This is an optimization exercise on Yosys and OpenROAD, whose aim is small area, not a production implementation.
Function was checked by simulation only, so behaviour that the tests miss may differ from the original.
Power and IR drop assume default switching activity. The clock port is modelled as an ideal driver; clocking choices that lean on that would not hold on a real chip.

==> flow/design.v <==
module upa_fd (
    input  wire        clk,
    input  wire        rst,             
    input  wire        rx_valid,
    input  wire [7:0]  rx_data,
    output reg         tx_valid,
    output reg  [7:0]  tx_data,
    output reg         busy,
    input  wire [15:0] enc,
    output reg         enc_reset,
    input  wire        btn_refresh,
    input  wire [7:0]  btn_in,
    input  wire        disp_stall,
    output reg         lcd_write_valid,
    output wire [7:0]  lcd_write_char,
    output reg         lcd_cursor_valid,
    output wire [2:0]  lcd_cursor_row,
    output wire [4:0]  lcd_cursor_col,
    output reg         lcd_clear_valid,
    output reg         led_valid,
    output wire [7:0]  led_mask,
    output reg         beep_valid,
    output wire [7:0]  beep_duration,
    output wire [15:0] beep_freq
);
    localparam [7:0]  INIT_BYTE  = 8'hFE;
    localparam [7:0]  POLL_BYTE  = 8'hFF;
    localparam [7:0]  WRITE8     = 8'h68;       
    localparam [7:0]  BEEP_DEFAULT_DURATION = 8'd100;
    localparam [15:0] BEEP_DEFAULT_FREQ     = 16'd2000;
    reg  [4:0]  toread;      
    reg         cur_f;       
    reg  [4:0]  head;
    reg  [4:0]  tail;
    reg  [7:0]  btn;
    reg         dvalid;
    reg  [64:0] dreg;        
    reg  [2:0]  cidx;        
    reg  [64:0] slot [0:31];
    wire [4:0] size     = head - tail;
    wire       is_empty = (head == tail);
    wire       is_full  = ((head + 5'd1) == tail);
    wire [2:0] b_op  = rx_data[7:5];
    wire [4:0] b_len = rx_data[4:0];
    wire       awaiting   = (toread == 5'd0);
    wire       cmd        = rx_valid && awaiting;
    wire       cmd_frame  = cmd && (b_op >= 3'd2) && (b_op <= 3'd6);
    wire       cmd_status = cmd && (b_op == 3'd1);
    wire       cmd_init   = cmd && (rx_data == INIT_BYTE);
    wire       cmd_poll   = cmd && (rx_data == POLL_BYTE);
    wire       data_byte  = rx_valid && !awaiting;
    wire       last_byte  = data_byte && (toread == 5'd1);
    wire complete = (cmd_frame && b_len == 5'd0) || cmd_init || last_byte;
    wire push = complete && !is_full;
    wire we_hi    = cmd_frame || cmd_init || (last_byte && cur_f);
    wire we_lo    = data_byte && !(last_byte && cur_f);
    wire f_in     = cmd ? (rx_data == WRITE8) : cur_f;
    wire [7:0] rx_n = ~rx_data;
    genvar s;
    generate
        for (s = 0; s < 32; s = s + 1) begin : g_slot
            wire sel = (head == s);
            always @(posedge clk) begin
                if (sel && we_hi)
                    slot[s][64:56] <= {!f_in, rx_n};
            end
            always @(posedge clk) begin
                if (sel && we_lo)
                    slot[s][55:0] <= {slot[s][47:0], rx_n};
            end
        end
    endgenerate
    wire [31:0] tsel_n = ~(32'd1 << tail);
    wire [64:0] rd;
    genvar c;
    generate
        for (c = 0; c < 65; c = c + 1) begin : g_rd
            wire [31:0] col;
            for (s = 0; s < 32; s = s + 1) begin : g_b
                assign col[s] = slot[s][c];
            end
            upa_fd_rcol u_col (.d(col), .ns(tsel_n), .q(rd[c]));
        end
    endgenerate
    wire       d_f   = dreg[64];
    wire [2:0] d_op  = dreg[63:61];
    wire [4:0] d_len = dreg[60:56];
    wire do_pop    = !disp_stall && !dvalid && !is_empty;
    wire do_exec   = !disp_stall && dvalid;
    wire init_exec = do_exec && !d_f && (d_op == 3'd7);
    wire write_ok  = d_f || (d_op == 3'd3 && d_len[4:3] == 2'b00 && d_len[2:0] != 3'd0);
    wire last_char = (cidx == {2'b00, !d_f});
    wire more_chars = write_ok && !last_char;
    always @(posedge clk) begin
        if (rst || init_exec) begin
            toread <= 5'd0;
            head   <= 5'd0;
            busy   <= 1'b0;
        end else if (rx_valid) begin
            if (awaiting) begin
                if (cmd_frame)
                    toread <= b_len;
                if (cmd_poll && is_empty)
                    busy <= 1'b0;
            end else begin
                toread <= toread - 5'd1;
            end
            if (push) begin
                head <= head + 5'd1;
                if (size >= 5'd21)
                    busy <= 1'b1;
            end
        end
    end
    always @(posedge clk) begin
        if (cmd)
            cur_f <= (rx_data == WRITE8);
    end
    always @(posedge clk) begin
        if (rst) begin
            tx_valid  <= 1'b0;
            enc_reset <= 1'b1;
        end else begin
            tx_valid  <= cmd_status && (b_len[4:2] == 3'd0) && (b_len[1:0] != 2'b11);
            enc_reset <= init_exec || (cmd_status && b_len == 5'd1);
        end
    end
    always @(posedge clk)
        tx_data <= b_len[0] ? enc[7:0] : (b_len[1] ? {3'b000, size} : btn);
    always @(posedge clk) begin
        if (rst || init_exec)
            btn <= 8'd0;
        else if (btn_refresh)
            btn <= btn_in;
    end
    always @(posedge clk) begin
        if (rst || init_exec) begin
            tail   <= 5'd0;
            dvalid <= 1'b0;
        end else if (do_pop) begin
            tail   <= tail + 5'd1;
            dvalid <= 1'b1;
        end else if (do_exec) begin
            if (!more_chars)
                dvalid <= 1'b0;
        end
    end
    always @(posedge clk) begin
        if (do_pop) begin
            dreg <= rd;
            cidx <= rd[64] ? 3'd7 : rd[58:56];
        end else if (do_exec) begin
            cidx <= cidx - 3'd1;
        end
    end
    always @(posedge clk) begin
        if (rst) begin
            lcd_write_valid  <= 1'b0;
            lcd_cursor_valid <= 1'b0;
            lcd_clear_valid  <= 1'b0;
            led_valid        <= 1'b0;
            beep_valid       <= 1'b0;
        end else begin
            lcd_write_valid  <= do_exec && write_ok;
            lcd_cursor_valid <= do_exec && !d_f && d_op == 3'd2 && d_len == 5'd1;
            lcd_clear_valid  <= do_exec && !d_f && d_op == 3'd4;
            led_valid        <= do_exec && !d_f && d_op == 3'd5 && d_len == 5'd1;
            beep_valid       <= do_exec && !d_f && d_op == 3'd6;
        end
    end
    wire beep_def = (d_len != 5'd3);
    assign lcd_write_char = dreg[8*cidx +: 8];
    assign lcd_cursor_row = dreg[7:5];
    assign lcd_cursor_col = dreg[4:0];
    assign led_mask       = dreg[7:0];
    assign beep_duration  = beep_def ? BEEP_DEFAULT_DURATION : dreg[23:16];
    assign beep_freq      = beep_def ? BEEP_DEFAULT_FREQ : dreg[15:0];
endmodule
module upa_fd_rcol (
    input  wire [31:0] d,
    input  wire [31:0] ns,
    output wire        q
);
    wire [15:0] y;
    genvar i;
    generate
        for (i = 0; i < 16; i = i + 1) begin : g_p
            upa_fd_oai22 u_p (.a1(d[2*i]), .a2(ns[2*i]), .b1(d[2*i+1]), .b2(ns[2*i+1]), .y(y[i]));
        end
    endgenerate
    assign q = |y;
endmodule
module upa_fd_oai22 (
    input  wire a1,
    input  wire a2,
    input  wire b1,
    input  wire b2,
    output wire y
);
    assign y = ~((a1 | a2) & (b1 | b2));
endmodule
==> flow/config.mk <==
export PLATFORM = sky130hd
export DESIGN_NAME = upa_fd
export DESIGN_NICKNAME = upa_fd
export VERILOG_FILES = /design/flow/design.v
export SDC_FILE = /design/flow/constraint.sdc
export NUM_CORES = 4
export LEC_CHECK = 0
export CAP_MARGIN = 20
export CORE_MARGIN = 2
export CORE_UTILIZATION = 55
export CTS_BUF_LIST = sky130_fd_sc_hd__clkbuf_16
export CTS_CLUSTER_DIAMETER = 100
export CTS_CLUSTER_SIZE = 30
export PLACE_DENSITY = 0.65
export SLEW_MARGIN = 20
export SYNTH_HIERARCHICAL = 1
==> flow/constraint.sdc <==
create_clock -name core_clock -period 10.0 [get_ports {clk}]
set_input_delay 2.0000 -clock core_clock [delete_from_list [all_inputs] [get_ports {clk}]]
set_output_delay 2.0000 -clock core_clock [all_outputs]
set_load 0.01 [all_outputs]
standard.sh (not shown) runs the stock make flow with config.mk's settings and CLKGATE_MAP_FILE= SYNTH_SCRIPT=/design/flow/synth_recipe.tcl, a recipe that flattens the netlist after the stock synthesis.
==> flow/flow/run.sh <==
#!/bin/bash
# Standard layout, with the port buffers made as the smallest buffer cell
# instead of the one buffer_ports picks by itself, and with the resizer's
# power recovery (downsizing of gates off the critical paths) after global
# routing.
set -euo pipefail
export BUFFER_PORTS_ARGS="-buffer_cell sky130_fd_sc_hd__buf_1"
export RECOVER_POWER=100
bash standard.sh > orfs_flow.log 2>&1
The first run finished with capacitance limit, slew limit left.
Change:
==> flow/flow/run.sh (replaced) <==
#!/bin/bash
# Standard layout, with the port buffers made as the smallest buffer cell
# instead of the one buffer_ports picks by itself.
set -euo pipefail
export BUFFER_PORTS_ARGS="-buffer_cell sky130_fd_sc_hd__buf_1"
bash standard.sh > orfs_flow.log 2>&1
After rerunning: The new run finished clean. Global-route usage stays the same. Fmax goes up by about 44%. Sequential share of layout area goes down by 0.22 points. Design area is about the same.
Change:
- CORE_UTILIZATION: 55 -> 45
- PLACE_DENSITY: 0.65 -> 0.55
Critical path depth is higher by 3; wire length climbs by about 4.7%; total power stays flat; non-clock buffer count falls by 6; first-iteration DRC count is lower by about 19%; utilization came out lower by 10 points; fmax shrinks by about 2%; hold slack got worse by 6.7 ps; worst setup slack gets worse by 100 ps; die area increases by 22%; design area went up by about 0.65%.
Change:
==> flow/flow/run.sh (replaced) <==
#!/bin/bash
# Standard layout, with the port buffers made as the smallest buffer cell
# instead of the one buffer_ports picks by itself, and clock tree synthesis
# without dummy loads.
set -euo pipefail
export BUFFER_PORTS_ARGS="-buffer_cell sky130_fd_sc_hd__buf_1"
export CTS_ARGS="-sink_clustering_enable -repair_clock_nets -sink_clustering_size 33 -sink_clustering_max_diameter 100 -buf_list sky130_fd_sc_hd__clkbuf_16 -dont_use_dummy_load"
bash standard.sh > orfs_flow.log 2>&1
- CORE_UTILIZATION: 45 -> 70
- CTS_CLUSTER_SIZE: 30 -> 33
- PLACE_DENSITY: 0.55 -> 0.8
After rerunning:
- synthesized cell count is unchanged
- register-to-register slack got worse by 30 ps
- clock power is lower by 11%
- critical path depth is lower by 3
- power is lower by 2.2%
- global-route usage is higher by 9.3 points
- cell area is lower by 2.0%
- via count is higher by 3.7%
- flip-flop and latch count stays the same
- non-clock buffer count is lower by 10
Change:
- CTS_CLUSTER_SIZE: 33 -> 30
Effect:
- clock skew stays the same
- synthesized area is unchanged
- via count is unchanged
- worst setup slack is unchanged
- final cell count does not change
- first-iteration DRC count does not change
- routed wire length is unchanged
- final area is unchanged
Change:
==> flow/flow/run.sh (replaced) <==
#!/bin/bash
# Standard layout, with the port buffers made as the smallest buffer cell
# instead of the one buffer_ports picks by itself.
set -euo pipefail
export BUFFER_PORTS_ARGS="-buffer_cell sky130_fd_sc_hd__buf_1"
bash standard.sh > orfs_flow.log 2>&1
- CORE_UTILIZATION: 70 -> 55
- CTS_CLUSTER_SIZE: 30 -> 25
- PLACE_DENSITY: 0.8 -> 0.65
Clock-buffer cell count came out higher by 23. Design area came out higher by 1.8%. Die area came out higher by 27%. Setup slack degrades by 4.5 ps. Utilization came out lower by 15 points. Area after synthesis does not change. Critical path depth does not change. Global-route usage came out lower by 5.6 points. Wire length came out higher by about 2.5%. Hold slack improves by 13 ps.

== build 63 ==
// upa_fd: RTL as listed in full above, without the edits since
export LEC_CHECK = 0
export CAP_MARGIN = 20
export CORE_MARGIN = 2
export CORE_UTILIZATION = 70
export CTS_BUF_LIST = sky130_fd_sc_hd__clkbuf_16
export CTS_CLUSTER_DIAMETER = 100
export CTS_CLUSTER_SIZE = 30
export PLACE_DENSITY = 0.8
export SLEW_MARGIN = 20
export SYNTH_HIERARCHICAL = 1
create_clock -name core_clock -period 10.0 [get_ports {clk}]
==> flow/flow/run.sh <==
#!/bin/bash
# Standard layout, with the port buffers made as the smallest buffer cell
# instead of the one buffer_ports picks by itself.
set -euo pipefail
export BUFFER_PORTS_ARGS="-buffer_cell sky130_fd_sc_hd__buf_1"
bash standard.sh > orfs_flow.log 2>&1
In summary, build 63 completed successfully, with a layout that passed the timing, design-rule and antenna checks.
diff inputs: build 63 => build 84
# build 63
export LEC_CHECK = 0
export CAP_MARGIN = 20
export CORE_MARGIN = 2
export CORE_UTILIZATION = 70
export CTS_BUF_LIST = sky130_fd_sc_hd__clkbuf_16
export CTS_CLUSTER_DIAMETER = 100
export CTS_CLUSTER_SIZE = 30
export PLACE_DENSITY = 0.8
export SLEW_MARGIN = 20
export SYNTH_HIERARCHICAL = 1
create_clock -name core_clock -period 10.0 [get_ports {clk}]
# build 84
export LEC_CHECK = 0
export CAP_MARGIN = 20
export CORE_MARGIN = 2
export CORE_UTILIZATION = 55
export CTS_BUF_LIST = sky130_fd_sc_hd__clkbuf_16
export CTS_CLUSTER_DIAMETER = 100
export CTS_CLUSTER_SIZE = 25
export PLACE_DENSITY = 0.65
export SLEW_MARGIN = 20
export SYNTH_HIERARCHICAL = 1
create_clock -name core_clock -period 10.0 [get_ports {clk}]
==> flow/run.sh (new file) <==
#!/bin/bash
# synth_recipe.tcl (not shown) runs the flow's synth.tcl, then flattens the netlist and writes it again
# the make line also repeats each setting of config.mk as NAME=value (left out here)
make -C /OpenROAD-flow-scripts/flow DESIGN_CONFIG=/design/flow/config.mk WORK_HOME=/design/flow/orfs CLKGATE_MAP_FILE= SYNTH_SCRIPT=/design/flow/synth_recipe.tcl finish
removed: flow/flow/run.sh
removed: flow/standard.sh
## What came out
In summary, build 84 completed successfully, with a layout that passed the timing, design-rule and antenna checks.
Diff build 84 and build 63: area of the die lower in build 63
In the metrics for build 84 and build 63, the one carrying the higher met2 capacity usage during global routing is build 63.
Between build 84 and build 63, the combined area of the multi-input logic cells does not differ in any meaningful way.
On count of buffers not belonging to the clock network in the layout: build 84 sits above build 63.
Setup changes, build 84 to build 93
# build 84
export LEC_CHECK = 0
export CAP_MARGIN = 20
export CORE_MARGIN = 2
export CORE_UTILIZATION = 55
export CTS_BUF_LIST = sky130_fd_sc_hd__clkbuf_16
export CTS_CLUSTER_DIAMETER = 100
export CTS_CLUSTER_SIZE = 25
export PLACE_DENSITY = 0.65
export SLEW_MARGIN = 20
export SYNTH_HIERARCHICAL = 1
create_clock -name core_clock -period 10.0 [get_ports {clk}]
# build 93
export LEC_CHECK = 0
export CAP_MARGIN = 20
export CORE_MARGIN = 2
export CORE_UTILIZATION = 75
export CTS_BUF_LIST = sky130_fd_sc_hd__clkbuf_16
export CTS_CLUSTER_DIAMETER = 100
export CTS_CLUSTER_SIZE = 30
export PLACE_DENSITY = 0.85
export SLEW_MARGIN = 20
export SYNTH_HIERARCHICAL = 1
create_clock -name core_clock -period 10.0 [get_ports {clk}]
==> flow/flow/run.sh (new file) <==
#!/bin/bash
# Standard layout, with the port buffers made as the smallest buffer cell
# instead of the one buffer_ports picks by itself.
set -euo pipefail
export BUFFER_PORTS_ARGS="-buffer_cell sky130_fd_sc_hd__buf_1"
bash standard.sh > orfs_flow.log 2>&1
==> flow/standard.sh (new file) <==
#!/bin/bash
# synth_recipe.tcl (not shown) runs the flow's synth.tcl, then flattens the netlist and writes it again
# the make line also repeats each setting of config.mk as NAME=value (left out here)
make -C /OpenROAD-flow-scripts/flow DESIGN_CONFIG=/design/flow/config.mk WORK_HOME=/design/flow/orfs CLKGATE_MAP_FILE= SYNTH_SCRIPT=/design/flow/synth_recipe.tcl "${@:-finish}"
removed: flow/run.sh
### Flow results
Build 93 completed every stage of the flow, and the final layout passed the timing, design-rule and antenna checks.
Diff build 84 and build 93: area overhead of the layout relative to synthesis higher in build 84
Higher switching power share of the total among build 84 and build 93: build 93
The die area of build 93 is lower than that of build 84.
Of build 84 and build 93, the lower power consumption belongs to build 93.
Per the comparison of build 93 with build 84, post-route minimum period lost 0.48 ns; combinational power lost about 4%; clock-buffer cell count lost 14; hold slack neither gained nor lost much.
Build 84 -> build 93: depth of the worst hold-timing path delta 0, exact match

== before ==
RTL: the design.v shown in full above, as it stands there.
export LEC_CHECK = 0
export CAP_MARGIN = 20
export CORE_MARGIN = 2
export CORE_UTILIZATION = 75
export CTS_BUF_LIST = sky130_fd_sc_hd__clkbuf_16
export CTS_CLUSTER_DIAMETER = 100
export CTS_CLUSTER_SIZE = 32
export PLACE_DENSITY = 0.85
export SLEW_MARGIN = 20
export SYNTH_HIERARCHICAL = 1
create_clock -name core_clock -period 10.0 [get_ports {clk}]
==> flow/flow/run.sh <==
#!/bin/bash
# Standard layout, with the port buffers made as the smallest buffer cell
# instead of the one buffer_ports picks by itself.
set -euo pipefail
export BUFFER_PORTS_ARGS="-buffer_cell sky130_fd_sc_hd__buf_1"
bash standard.sh > orfs_flow.log 2>&1
Inputs modified between before and after:
Settings: changing CTS_CLUSTER_SIZE from 32 to 30; changing PLACE_DENSITY from 0.85 to 0.75; changing CORE_UTILIZATION from 75 to 65.
## What came out
Of before and after, before shows the higher sequential share of cell area, with after below it. Number of DRC violations after detailed-routing iteration 0 on after is down relative to before. The number of CTS-inserted buffers number comes out lower for before vs after. | wire length | higher: before |. after against before: final setup slack of the worst path rose 99 ps; total power about even; pin count of the biggest net entering global routing fell about 4%.

## port drivers added, routing unchanged
The flow's constraints put no driver on any port. The routed layouts listed below were extracted and timed again, unchanged, in two steps. Step 1 sets driving cells, clkbuf_16 on the clock port and buf_2 on the other inputs (assumed; they add their load-dependent delay and slew). Step 2 moves the port delays by t, midway between the first and last clock arrival at a register: inputs arrive t later, outputs are due t later. That takes back most of the time a late clock gives input paths. Three values: ideal ports, drivers, drivers and shift; two values: the first two.
| run | t, ns | setup WS [ns] | worst register clock-pin slew, ns |
|---|---|---|---|
| the first run of note 1 | 0.786 | 2.902 / 2.902 / 2.370 | 0.12 / 0.12 |
| the second run of note 1 | 0.780 | 5.087 / 5.010 / 4.763 | 0.12 / 0.12 |
| the third run of note 1 | 0.797 | 4.986 / 4.908 / 4.730 | 0.12 / 0.12 |
| the fourth run of note 1 | 0.749 | 5.133 / 5.054 / 4.722 | 0.12 / 0.12 |
| the fifth run of note 1 | 0.749 | 5.133 / 5.054 / 4.722 | 0.12 / 0.12 |
| the sixth run of note 1 | 0.797 | 5.128 / 5.051 / 4.766 | 0.11 / 0.11 |
| build 63 | 0.764 | 5.108 / 5.031 / 4.744 | 0.12 / 0.12 |
| build 84 | 0.812 | 4.741 / 4.656 / 4.361 | 0.11 / 0.11 |
| build 93 | 0.768 | 5.217 / 5.144 / 4.865 | 0.11 / 0.11 |
| before | 0.768 | 5.047 / 4.969 / 4.855 | 0.12 / 0.12 |
| after | 0.774 | 5.146 / 5.065 / 4.726 | 0.12 / 0.12 |
The setup slack of the first run of note 1, which loses most, moves by 0.000 ns with the drivers and by -0.532 ns with both steps.
